Source: an optimization exercise on an open RTL-to-GDS flow (aim: small area, a short achievable clock period and few clock cycles per item). Production flows keep margins and buffers that such runs may drop. Only simulation tests tie the RTL to the original design; equivalence was not proved. Power is estimated from default activity; no workload was simulated.

==> job 4240 <==
==> flow/design.v <==
module md5_core (
    input  wire         clk,
    input  wire         rst,       
    input  wire         init,
    input  wire         start,
    input  wire [511:0] block,
    output wire         ready,
    output reg          done,
    output wire [127:0] digest
);
    localparam [31:0] IV_A = 32'h67452301,
                      IV_B = 32'hefcdab89,
                      IV_C = 32'h98badcfe,
                      IV_D = 32'h10325476;
    reg          rdy;       
    reg          busy;      
    reg          setup;     
    reg          fin;       
    reg          pend;      
    reg  [5:0]   t;         
    reg  [511:0] m;
    reg  [31:0]  b, c, d;
    reg  [31:0]  u, v;
    reg  [31:0]  pre;
    reg  [31:0]  h0, h1, h2, h3;
    reg  [1:0]   rsel;      
    reg  [1:0]   isel;      
    reg          s61, s62;  
    reg          last;      
    assign ready = rdy;
    wire take_start = rdy && start;
    wire take_init  = rdy && init;
    wire step_next  = busy && !last;    
    wire [31:0] x [0:15];
    genvar gj;
    generate
        for (gj = 0; gj < 16; gj = gj + 1) begin : g_x
            assign x[gj] = {m[511-8*(4*gj+3) -: 8], m[511-8*(4*gj+2) -: 8],
                            m[511-8*(4*gj+1) -: 8], m[511-8*(4*gj)   -: 8]};
        end
    endgenerate
    localparam [2047:0] KTAB = 2048'heb86d3912ad7d2bbbd3af235f7537e824e0811a1a3014314fe2ce6e06fa87e4f85845dd1ffeff47d8f0ccc92655b59c3fc93a039ab9423a7432aff97f4292244c4ac56651fa27cf8e6db99e5d9d4d03904881d05d4ef3085eaa127fa289b7ec6bebfbc70f6bb4b604bdecfa9a4beea44fde5380c6d9d61228771f681fffa39428d2a4c8a676f02d9fcefa3f8a9e3e905455a14edf4d50d87c33707d621e1cde6e7d3fbc8d8a1e68102441453d62f105de9b6c7aa265e5a51c040b340f61e256249b40821a679438efd9871936b901122895cd7beffff5bb18b44f7af698098d8fd469501a83046134787c62af57c0fafc1bdceee242070dbe8c7b756d76aa478;
    wire [31:0] kt = KTAB[{t, 5'd0} +: 32];
    reg  [3:0]  gt;
    always @(*) begin
        case (t)
            6'd0: gt = 4'd0;
            6'd1: gt = 4'd1;
            6'd2: gt = 4'd2;
            6'd3: gt = 4'd3;
            6'd4: gt = 4'd4;
            6'd5: gt = 4'd5;
            6'd6: gt = 4'd6;
            6'd7: gt = 4'd7;
            6'd8: gt = 4'd8;
            6'd9: gt = 4'd9;
            6'd10: gt = 4'd10;
            6'd11: gt = 4'd11;
            6'd12: gt = 4'd12;
            6'd13: gt = 4'd13;
            6'd14: gt = 4'd14;
            6'd15: gt = 4'd15;
            6'd16: gt = 4'd1;
            6'd17: gt = 4'd6;
            6'd18: gt = 4'd11;
            6'd19: gt = 4'd0;
            6'd20: gt = 4'd5;
            6'd21: gt = 4'd10;
            6'd22: gt = 4'd15;
            6'd23: gt = 4'd4;
            6'd24: gt = 4'd9;
            6'd25: gt = 4'd14;
            6'd26: gt = 4'd3;
            6'd27: gt = 4'd8;
            6'd28: gt = 4'd13;
            6'd29: gt = 4'd2;
            6'd30: gt = 4'd7;
            6'd31: gt = 4'd12;
            6'd32: gt = 4'd5;
            6'd33: gt = 4'd8;
            6'd34: gt = 4'd11;
            6'd35: gt = 4'd14;
            6'd36: gt = 4'd1;
            6'd37: gt = 4'd4;
            6'd38: gt = 4'd7;
            6'd39: gt = 4'd10;
            6'd40: gt = 4'd13;
            6'd41: gt = 4'd0;
            6'd42: gt = 4'd3;
            6'd43: gt = 4'd6;
            6'd44: gt = 4'd9;
            6'd45: gt = 4'd12;
            6'd46: gt = 4'd15;
            6'd47: gt = 4'd2;
            6'd48: gt = 4'd0;
            6'd49: gt = 4'd7;
            6'd50: gt = 4'd14;
            6'd51: gt = 4'd5;
            6'd52: gt = 4'd12;
            6'd53: gt = 4'd3;
            6'd54: gt = 4'd10;
            6'd55: gt = 4'd1;
            6'd56: gt = 4'd8;
            6'd57: gt = 4'd15;
            6'd58: gt = 4'd6;
            6'd59: gt = 4'd13;
            6'd60: gt = 4'd4;
            6'd61: gt = 4'd11;
            6'd62: gt = 4'd2;
            6'd63: gt = 4'd9;
        endcase
    end
    wire [31:0] f     = (b & u) | (~b & v);
    wire [31:0] sum   = pre + f;
    wire [31:0] rq0 = isel[1] ? (isel[0] ? {sum[9:0], sum[31:10]} : {sum[14:0], sum[31:15]})
                           : (isel[0] ? {sum[19:0], sum[31:20]} : {sum[24:0], sum[31:25]});
    wire [31:0] rq1 = isel[1] ? (isel[0] ? {sum[11:0], sum[31:12]} : {sum[17:0], sum[31:18]})
                           : (isel[0] ? {sum[22:0], sum[31:23]} : {sum[26:0], sum[31:27]});
    wire [31:0] rq2 = isel[1] ? (isel[0] ? {sum[8:0], sum[31:9]} : {sum[15:0], sum[31:16]})
                           : (isel[0] ? {sum[20:0], sum[31:21]} : {sum[27:0], sum[31:28]});
    wire [31:0] rq3 = isel[1] ? (isel[0] ? {sum[10:0], sum[31:11]} : {sum[16:0], sum[31:17]})
                           : (isel[0] ? {sum[21:0], sum[31:22]} : {sum[25:0], sum[31:26]});
    wire [31:0] rot   = (rsel[1] ? (rsel[0] ? rq3 : rq2) : (rsel[0] ? rq1 : rq0))
                      | ({32{fin}} & b);
    wire [31:0] hsel  = s61 ? h0 : s62 ? h3 : h2;
    wire [31:0] hsum  = hsel + b;
    wire [31:0] a0 = pend ? IV_A : h0;
    wire [31:0] b0 = pend ? IV_B : h1;
    wire [31:0] c0 = pend ? IV_C : h2;
    wire [31:0] d0 = pend ? IV_D : h3;
    wire [31:0] b_new = (fin ? h1 : setup ? b0 : b) + rot;
    wire [31:0] cn = setup ? c0 : b;
    wire [31:0] dn = setup ? d0 : c;
    reg  [31:0] u_next, v_next;
    always @(*) begin
        case (t[5:4])
            2'd0:    begin u_next = cn;         v_next = dn;         end
            2'd1:    begin u_next = cn | dn;    v_next = cn & ~dn;   end
            2'd2:    begin u_next = ~(cn ^ dn); v_next = cn ^ dn;    end
            default: begin u_next = ~cn;        v_next = ~(cn ^ dn); end
        endcase
    end
    wire [31:0] p1 = setup ? a0 : d;
    wire [31:0] p2 = kt;
    wire [31:0] p3 = x[gt];
    wire [31:0] cs_s = p1 ^ p2 ^ p3;
    wire [31:0] cs_c = (p1 & p2) | (p1 & p3) | (p2 & p3);
    wire [31:0] pre_next = cs_s + {cs_c[30:0], 1'b0};
    assign digest = {h0[7:0], h0[15:8], h0[23:16], h0[31:24],
                     h1[7:0], h1[15:8], h1[23:16], h1[31:24],
                     h2[7:0], h2[15:8], h2[23:16], h2[31:24],
                     h3[7:0], h3[15:8], h3[23:16], h3[31:24]};
    always @(posedge clk) begin
        if (rdy)
            m <= block;
        pre <= {32{step_next}} & pre_next;
        u   <= {32{step_next}} & u_next;
        v   <= {32{step_next}} & v_next;
        b   <= b_new;
        if (setup) begin
            c <= c0;
            d <= d0;
        end else begin
            c <= b;
            d <= c;
        end
    end
    always @(posedge clk) begin
        if (rst) begin
            rdy   <= 1'b1;
            busy  <= 1'b0;
            setup <= 1'b0;
            fin   <= 1'b0;
            pend  <= 1'b0;
            done  <= 1'b0;
            t     <= 6'd0;
            rsel  <= 2'd0;
            isel  <= 2'd0;
            s61   <= 1'b0;
            s62   <= 1'b0;
            last  <= 1'b0;
            h0    <= IV_A;
            h1    <= IV_B;
            h2    <= IV_C;
            h3    <= IV_D;
        end else begin
            fin  <= last;
            done <= fin;
            rsel <= t[5:4];
            isel <= t[1:0];
            s61  <= busy && (t == 6'd61);
            s62  <= s61;
            last <= s62;
            if (take_start) begin
                rdy   <= 1'b0;
                busy  <= 1'b1;
                setup <= 1'b1;
                t     <= 6'd0;
            end else begin
                rdy   <= !busy || last || s62;
                setup <= 1'b0;
                if (last)
                    busy <= 1'b0;
                if (busy)
                    t <= t + 6'd1;
            end
            if (s61)  h0 <= hsum;
            if (s62)  h3 <= hsum;
            if (last) h2 <= hsum;
            if (fin)  h1 <= b_new;
            if (take_init)
                pend <= 1'b1;
            if (pend && !fin) begin
                pend <= 1'b0;
                h0   <= IV_A;
                h1   <= IV_B;
                h2   <= IV_C;
                h3   <= IV_D;
            end
        end
    end
endmodule
==> flow/flow/run.sh <==
#!/bin/bash
set -euo pipefail
bash standard.sh "BUFFER_PORTS_ARGS=-buffer_cell sky130_fd_sc_hd__buf_1" \
    SETUP_SLACK_MARGIN=6.5 finish > standard_flow.log 2>&1
==> flow/standard.sh <==
#!/bin/bash
# synth_recipe.tcl (not shown) runs the flow's synth.tcl, then flattens the netlist and writes it again
# the make line also repeats each setting of config.mk as NAME=value (left out here)
make -C /OpenROAD-flow-scripts/flow DESIGN_CONFIG=/design/flow/config.mk WORK_HOME=/design/flow/orfs CLKGATE_MAP_FILE= SYNTH_SCRIPT=/design/flow/synth_recipe.tcl "${@:-finish}"
==> flow/config.mk <==
export PLATFORM = sky130hd
export DESIGN_NAME = md5_core
export DESIGN_NICKNAME = md5_core
export VERILOG_FILES = /design/flow/design.v
export SDC_FILE = /design/flow/constraint.sdc
export NUM_CORES = 4
export LEC_CHECK = 0
export ABC_AREA = 1
export CAP_MARGIN = 20
export CORE_MARGIN = 2
export CORE_UTILIZATION = 40
export CTS_BUF_LIST = sky130_fd_sc_hd__clkbuf_8
export SLEW_MARGIN = 20
==> flow/constraint.sdc <==
create_clock -name core_clock -period 12.0 [get_ports {clk}]
set_input_delay 2.4000 -clock core_clock [delete_from_list [all_inputs] [get_ports {clk}]]
set_output_delay 2.4000 -clock core_clock [all_outputs]
set_load 0.01 [all_outputs]
==> job 886 (differences from job 4240) <==
==> flow/flow/run.sh (replaced) <==
#!/bin/bash
# The standard layout (standard synthesis, floorplan, placement, CTS,
# routing), with one change to how it is made: the port buffers that the
# placement step puts on every input and output are the smallest plain
# buffer instead of the default delay buffer. Every port still gets its
# buffer. All of the flow's output goes to standard_flow.log here; ORFS
# keeps each step's own log under orfs/logs.
set -euo pipefail
bash standard.sh "BUFFER_PORTS_ARGS=-buffer_cell sky130_fd_sc_hd__buf_1" finish \
    > standard_flow.log 2>&1
--- a/flow/config.mk
+++ b/flow/config.mk
@@ -7,3 +7,2 @@
 export LEC_CHECK = 0
-export ABC_AREA = 1
 export CAP_MARGIN = 20
@@ -12,2 +11,3 @@
 export CTS_BUF_LIST = sky130_fd_sc_hd__clkbuf_8
+export SETUP_SLACK_MARGIN = 5
 export SLEW_MARGIN = 20
==> job 6016 (differences from job 4240) <==
--- a/flow/design.v
+++ b/flow/design.v
@@ -42,3 +42,4 @@
     localparam [2047:0] KTAB = 2048'heb86d3912ad7d2bbbd3af235f7537e824e0811a1a3014314fe2ce6e06fa87e4f85845dd1ffeff47d8f0ccc92655b59c3fc93a039ab9423a7432aff97f4292244c4ac56651fa27cf8e6db99e5d9d4d03904881d05d4ef3085eaa127fa289b7ec6bebfbc70f6bb4b604bdecfa9a4beea44fde5380c6d9d61228771f681fffa39428d2a4c8a676f02d9fcefa3f8a9e3e905455a14edf4d50d87c33707d621e1cde6e7d3fbc8d8a1e68102441453d62f105de9b6c7aa265e5a51c040b340f61e256249b40821a679438efd9871936b901122895cd7beffff5bb18b44f7af698098d8fd469501a83046134787c62af57c0fafc1bdceee242070dbe8c7b756d76aa478;
-    wire [31:0] kt = KTAB[{t, 5'd0} +: 32];
+    wire [5:0]  t_nx = step_next ? t + 6'd1 : 6'd0;
+    reg  [31:0] kt;                  
     reg  [3:0]  gt;
@@ -155,2 +156,3 @@
             m <= block;
+        kt  <= KTAB[{t_nx, 5'd0} +: 32];
         pre <= {32{step_next}} & pre_next;
@@ -188,2 +190,3 @@
             done <= fin;
+            t    <= t_nx;
             rsel <= t[5:4];
@@ -197,3 +200,2 @@
                 setup <= 1'b1;
-                t     <= 6'd0;
             end else begin
@@ -203,4 +205,2 @@
                     busy <= 1'b0;
-                if (busy)
-                    t <= t + 6'd1;
             end
==> flow/run.sh (new file) <==
#!/bin/bash
# synth_recipe.tcl (not shown) runs the flow's synth.tcl, then flattens the netlist and writes it again
# the make line also repeats each setting of config.mk as NAME=value (left out here)
make -C /OpenROAD-flow-scripts/flow DESIGN_CONFIG=/design/flow/config.mk WORK_HOME=/design/flow/orfs CLKGATE_MAP_FILE= SYNTH_SCRIPT=/design/flow/synth_recipe.tcl finish
--- a/flow/config.mk
+++ b/flow/config.mk
@@ -12,2 +12,3 @@
 export CTS_BUF_LIST = sky130_fd_sc_hd__clkbuf_8
+export SETUP_SLACK_MARGIN = 5
 export SLEW_MARGIN = 20
removed: flow/flow/run.sh
removed: flow/standard.sh
==> run notes <==
                                                       job 6016         job 886        job 4240
Run status                                       finished clean  finished clean  finished clean
Final std cell area, no fill                          57600 µm²       53400 µm²       53900 µm²
Internal portion of total power                       0.00673 W       0.00670 W       0.00667 W
First-pass GRT wire length                            310000 µm       287000 µm       309000 µm
Part of the power in the clock network                    23.7%           22.1%           22.5%
Post-synthesis sequential element count                     887             855             855
Placed cell count                                          7290            6573            7215
Synth Area in Compound Gates                              18.8%           21.6%           18.6%
Combinational cell fraction of total power                43.2%           45.3%           44.7%
# Taps                                                     1524            1512            1500
Sequential-to-total area share from yosys stat            49.1%           48.1%           48.7%
Synthesized instance count                                 5310            4639            5238
Initial standard-cell utilization of the core             40.2%           40.4%           40.5%
Minimum clock period after layout                       6.29 ns         6.81 ns         5.46 ns
Worst IR drop on VDD                                   0.122 mV        0.104 mV       0.0974 mV
Latest clock arrival within the worst-skew pair         0.93 ns         0.87 ns         0.86 ns
Number of setup buffers added after CTS                       0               1               5
Non-filler cells in the finished layout                    7591            6873            7533
Average wire per cell in the routed design              29.1 µm         30.1 µm         29.6 µm
Testbench counts of job 4240, summed over its fixed seeds: cycles 66,640, items 1,024.
Testbench counts of job 886, summed over its fixed seeds: cycles 66,640, items 1,024.
Testbench counts of job 6016, summed over its fixed seeds: cycles 66,640, items 1,024.

[static timing again, ports no longer ideal]
The flow's constraints put no driver on any port. The routed layouts listed below were extracted and timed again, unchanged, in two steps.
Step 1 (the two cells are an assumption about what drives the block):
set clk [get_ports {clk}]
set_driving_cell -lib_cell sky130_fd_sc_hd__clkbuf_16 $clk
set_driving_cell -lib_cell sky130_fd_sc_hd__buf_2 [delete_from_list [all_inputs] $clk]
Step 2 adds t to the input delays and takes it off the output delays; t is the mean of the earliest and latest rising clock arrival at the registers after step 1. Input paths then give back, and output paths get back, about the clock's delay inside the block.
a / b / c = ideal / step 1 / step 2; a / b = the first two.
run	t (ns)	setup slack, ns	hold WS [ns]	latest minus earliest clock arrival (ns)
job 4240	0.905	6.540 / 6.540 / 6.540	0.491 / 0.491 / 0.491	0.062 / 0.061
job 886	0.928	5.191 / 5.191 / 5.191	0.526 / 0.526 / 0.526	0.064 / 0.064
job 6016	0.966	5.708 / 5.708 / 5.708	0.510 / 0.510 / 0.510	0.095 / 0.095
After both steps every run listed still meets setup and hold.
